This design comes from an exercise in tuning for small area and a short achievable clock period on the open sky130 flow, not from production work. At most, simulation tests tie the RTL to the original design; equivalence was not proved. Power figures rest on the tool's default switching activity, not on a simulated workload.

== before ==
Design pwm_block, start of the top module:
module pwm_block (
    input  wire        clk,
    input  wire        rst,
    input  wire        fast_tick,
    input  wire        slow_tick,
    input  wire        cmd_valid,
    input  wire [31:0] cmd,
    output reg         rsp_valid,
    output reg  [2:0]  rsp_err,
    output reg  [31:0] rsp_data,
    output wire [5:0]  out
);
    reg        [31:0] fast_q;
    reg        [31:0] slow_q;
    reg               slow_pend_q;
    reg        [5:0]  out_q;
    reg               pwm_on_q;
    reg        [15:0] thr_q;
    reg        [7:0]  step_q;
    reg               dir_q;
    reg        [2:0]  sch_q;
    reg               stopreq_q;
    reg        [1:0]  mode_q;       
    reg               cancelled_q;
    reg               f_illop_q;
    reg               f_busy_q;
    reg               f_invch_q;
    reg               f_operand_q;
    assign out = out_q;
    wire [3:0] op    = cmd[31:28];
    wire [2:0] c_ch  = cmd[27:25];
    wire       c_b   = cmd[24];
    wire [7:0] c_s8  = cmd[23:16];
    wire z_imm = ~|cmd[15:0];
    wire z_s8  = ~|c_s8;
    wire z_ch  = ~|c_ch;
    wire op_rdf   = (op == 4'h1);
    wire op_rds   = (op == 4'h2);
    wire op_rstf  = (op == 4'h3);
    wire op_rsts  = (op == 4'h4);
    wire op_set   = (op == 4'h5);
    wire op_poll  = (op == 4'h6);
    wire op_load  = (op == 4'h7);
    wire op_estep = (op == 4'h8);
    wire op_glow  = (op == 4'h9);
    wire op_pulse = (op == 4'hA);
    wire op_canc  = (op == 4'hB);
    wire op_rdst  = (op == 4'hC);
    wire op_rdenv = (op == 4'hD);
    wire legal =
        ((op_rdf | op_rds | op_rstf | op_rsts | op_canc | op_rdst | op_rdenv) & z_ch & ~c_b & z_s8 & z_imm) |
        (op_set & z_s8 & z_imm) |
        ((op_poll | op_glow) & ~c_b & z_s8) |
        (op_load & z_ch) |
        ((op_estep | op_pulse) & ~c_b & z_s8 & z_imm);
    wire busy    = mode_q[0] | mode_q[1];
    wire ch_bad  = c_ch[2] & c_ch[1];
    wire imm_bad = cmd[15] | (|cmd[14:9]) | (cmd[8:0] > 9'd500);
    wire need_idle = op_rstf | op_rsts | op_set | op_poll | op_load | op_estep | op_glow | op_pulse;
    wire need_ch   = op_set | op_poll | op_estep | op_glow | op_pulse;
  ...
==> flow/config.mk <==
export PLATFORM = sky130hd
export DESIGN_NAME = pwm_block
export DESIGN_NICKNAME = pwm_block
export VERILOG_FILES = /design/flow/design.v
export SDC_FILE = /design/flow/constraint.sdc
export NUM_CORES = 4
export LEC_CHECK = 0
export ABC_AREA = 1
export CAP_MARGIN = 20
export CORE_MARGIN = 2
export CORE_UTILIZATION = 40
export SLEW_MARGIN = 20
export BUFFER_PORTS_ARGS = -buffer_cell sky130_fd_sc_hd__buf_1
export CTS_ARGS = -sink_clustering_enable -repair_clock_nets -dont_use_dummy_load -buf_list sky130_fd_sc_hd__clkbuf_8
export SETUP_SLACK_MARGIN = 7
==> flow/constraint.sdc <==
create_clock -name core_clock -period 12.0 [get_ports {clk}]
set_input_delay 2.4000 -clock core_clock [delete_from_list [all_inputs] [get_ports {clk}]]
set_output_delay 2.4000 -clock core_clock [all_outputs]
set_load 0.01 [all_outputs]
standard.sh (not shown) runs the stock make flow with config.mk's settings and CLKGATE_MAP_FILE= SYNTH_SCRIPT=/design/flow/synth_recipe.tcl, a recipe that flattens the netlist after the stock synthesis.
==> flow/flow/run.sh <==
#!/bin/bash
# Layout flow: the standard ORFS flow (standard.sh) with these changes:
#  * synthesis is the standard synthesis script, except that ABC maps the
#    logic with the area-oriented script flow/abc.script (registers, their
#    names and cell types are untouched);
#  * ports are buffered with buf_1 cells instead of delay buffers;
#  * CTS uses the buffers in CTS_BUF_LIST without dummy loads.
# Each tool's output goes to the ORFS logs under orfs/logs and to flow_*.log here.
set -euo pipefail
W=$(pwd)
F=$W/flow

# synthesis script: synth_recipe.tcl sourcing a copy of ORFS synth.tcl whose
# abc call uses our script
sed "s#^  log_cmd abc {\*}\$abc_args#  log_cmd abc -script $F/abc.script {*}[lrange \$abc_args 2 end]#" \
    "$FLOW_HOME/scripts/synth.tcl" > "$W/my_synth.tcl"
grep -q "abc -script $F/abc.script" "$W/my_synth.tcl"
sed "s#source \$::env(SCRIPTS_DIR)/synth.tcl#source $W/my_synth.tcl#" "$W/synth_recipe.tcl" > "$W/my_synth_recipe.tcl"
grep -q "source $W/my_synth.tcl" "$W/my_synth_recipe.tcl"

cat "$F/extra.mk" >> "$W/config.mk"

sed "s#SYNTH_SCRIPT=[^ ]*synth_recipe.tcl#SYNTH_SCRIPT=$W/my_synth_recipe.tcl#" "$W/standard.sh" > "$W/my_standard.sh"
grep -q "SYNTH_SCRIPT=$W/my_synth_recipe.tcl" "$W/my_standard.sh"

bash "$W/my_standard.sh" > "$W/flow_make.log" 2>&1
==> flow/flow/abc.script <==
strash
&get -n
&dch
&nf
&put
==> flow/flow/extra.mk <==
export BUFFER_PORTS_ARGS = -buffer_cell sky130_fd_sc_hd__buf_1
export CTS_ARGS = -sink_clustering_enable -repair_clock_nets -dont_use_dummy_load -buf_list sky130_fd_sc_hd__clkbuf_8
export SETUP_SLACK_MARGIN = 7
before: full flow OK, the timing, design-rule and antenna checks passed
Edits applied to the flow inputs when going from before to after:
-- flow/design.v --
<<< before, line 17
    reg               pwm_on_q;
    reg        [15:0] thr_q;
    reg        [7:0]  step_q;
    reg               dir_q;
    reg        [2:0]  sch_q;
>>> after, line 17
    reg               pwm_on_q;
    reg        [15:0] thr_q;
    reg        [7:0]  stepx_q;      
    reg               dir_q;
    reg        [2:0]  sch_q;
<<< before, line 85
    wire thr_hi  = ~thr_q[15] & ((|thr_q[14:9]) | (thr_q[8:0] >= 9'd500));
    wire clamp   = thr_neg | thr_hi;
    wire [9:0] ea = {1'b0, thr_q[8:0]};
    wire [9:0] eb = {2'b0, step_q ^ {8{dir_q}}};
    reg  [9:0] pg_g, pg_p, cy;
    reg  [9:0] gg, pp;
>>> after, line 85
    wire thr_hi  = ~thr_q[15] & ((|thr_q[14:9]) | (thr_q[8:0] >= 9'd500));
    wire clamp   = thr_neg | thr_hi;
    wire [7:0] step_q = stepx_q ^ {8{dir_q}};
    wire [9:0] ea = {1'b0, thr_q[8:0]};
    wire [9:0] eb = {2'b0, stepx_q};
    reg  [9:0] pg_g, pg_p, cy;
    reg  [9:0] gg, pp;
<<< before, line 128
        end
    end
    reg [3:0] qy;
    reg [4:0] ry, ryn;
    always @(*) begin
        qy[3] = (v[7:5] >= 3'd5);
        case (v[7:5])
            3'd0, 3'd5: ry = 5'b00001;
            3'd1, 3'd6: ry = 5'b00010;
            3'd2, 3'd7: ry = 5'b00100;
            3'd3:       ry = 5'b01000;
            default:    ry = 5'b10000;
        endcase
        for (k = 2; k >= 0; k = k - 1) begin
            qy[k]  = ry[3] | ry[4] | (ry[2] & v[k + 2]);
            ryn[0] = v[k + 2] ? ry[2] : ry[0];
            ryn[1] = v[k + 2] ? ry[0] : ry[3];
            ryn[2] = v[k + 2] ? ry[3] : ry[1];
            ryn[3] = v[k + 2] ? ry[1] : ry[4];
            ryn[4] = v[k + 2] ? ry[4] : ry[2];
            ry = ryn;
        end
    end
    wire [4:0] qn = {1'b0, qy} + 5'd20 + {4'd0, ry[4] & (v[1:0] != 2'b00)};
    wire [15:0] env_new = thr_hi  ? {11'd0, 2'b11, 2'b00, dir_q} :
                          thr_neg ? 16'd0 :
                          xneg    ? {{11{qn[4]}}, qn} :
                                    {10'd0, qp};
    wire [7:0]  env_step_n = clamp ? 8'd1 : step_q;
    wire        env_dir_n  = dir_q ^ clamp;
    wire       do_env  = a_estep | fg_env;
>>> after, line 129
        end
    end
    wire [4:0] qn = {1'b0, qp[3:0]} + 5'd20 + {4'd0, r[4] & (v[1:0] != 2'b00)};
    wire [15:0] env_new = thr_hi  ? {11'd0, 2'b11, 2'b00, dir_q} :
                          thr_neg ? 16'd0 :
                          xneg    ? {{11{qn[4]}}, qn} :
                                    {10'd0, qp};
    wire [7:0]  env_stepx_n = clamp ? {{7{~dir_q}}, dir_q} : stepx_q;
    wire        env_dir_n  = dir_q ^ clamp;
    wire       do_env  = a_estep | fg_env;
<<< before, line 237
            pwm_on_q    <= 1'b0;
            thr_q       <= 16'd20;
            step_q      <= 8'd1;
            dir_q       <= 1'b0;
            sch_q       <= 3'd0;
>>> after, line 217
            pwm_on_q    <= 1'b0;
            thr_q       <= 16'd20;
            stepx_q     <= 8'd1;
            dir_q       <= 1'b0;
            sch_q       <= 3'd0;
<<< before, line 268
                thr_q <= env_new;
            if (a_load)
                step_q <= c_s8;
            else if (a_pulse)
                step_q <= 8'd1;
            else if (do_env)
                step_q <= env_step_n;
            if (a_load)
                dir_q <= c_b;
>>> after, line 248
                thr_q <= env_new;
            if (a_load)
                stepx_q <= c_s8 ^ {8{c_b}};
            else if (a_pulse)
                stepx_q <= 8'd1;
            else if (do_env)
                stepx_q <= env_stepx_n;
            if (a_load)
                dir_q <= c_b;
==> comparison <==
The lower number of iterations in the first detailed-routing pass came out of before.
Core util | after vs before | after higher
Compared with before, in after clock tree buffer count of the final layout stayed essentially flat; layout-stage area growth over the synthesis result now sits higher; share of power burned in the clock network flat; post-route cell area went up by 7.9%.
Status: worst-skew pair later-pin latency parity (before, after)
Taking before as the reference, in after full die area went down about 0.5%, count of placed standard cells including taps has increased.
Function not checked in after: the RTL went through the layout flow alone.

## what the ideal ports hide
How much do the figures lean on ideal ports? The routed layouts below were timed once more, with nothing changed but the port constraints.
Step 1 (the two cells are an assumption about what drives the block):
set clk [get_ports {clk}]
set_driving_cell -lib_cell sky130_fd_sc_hd__clkbuf_16 $clk
set_driving_cell -lib_cell sky130_fd_sc_hd__buf_2 [delete_from_list [all_inputs] $clk]
Step 2 also shifts input and output timing later by t, the mid clock arrival at the registers, as if the neighbouring blocks saw the same clock.
Three values: no drivers, after step 1, after step 2; two values: the first two.
run	shift t [ns]	setup WS [ns]	hold slack, ns	clock arrival spread, ns	worst data-port slew with drivers (ns)
before	0.480	7.044 / 7.047 / 6.567	0.465 / 0.465 / 0.465	0.023 / 0.023	0.04
after	0.479	6.988 / 6.988 / 6.533	0.489 / 0.489 / 0.489	0.028 / 0.027	0.05
After both steps setup and hold are still met in every run listed. For before, which loses most, drivers alone change the setup slack by +0.003 ns; drivers and shift together by -0.477 ns.
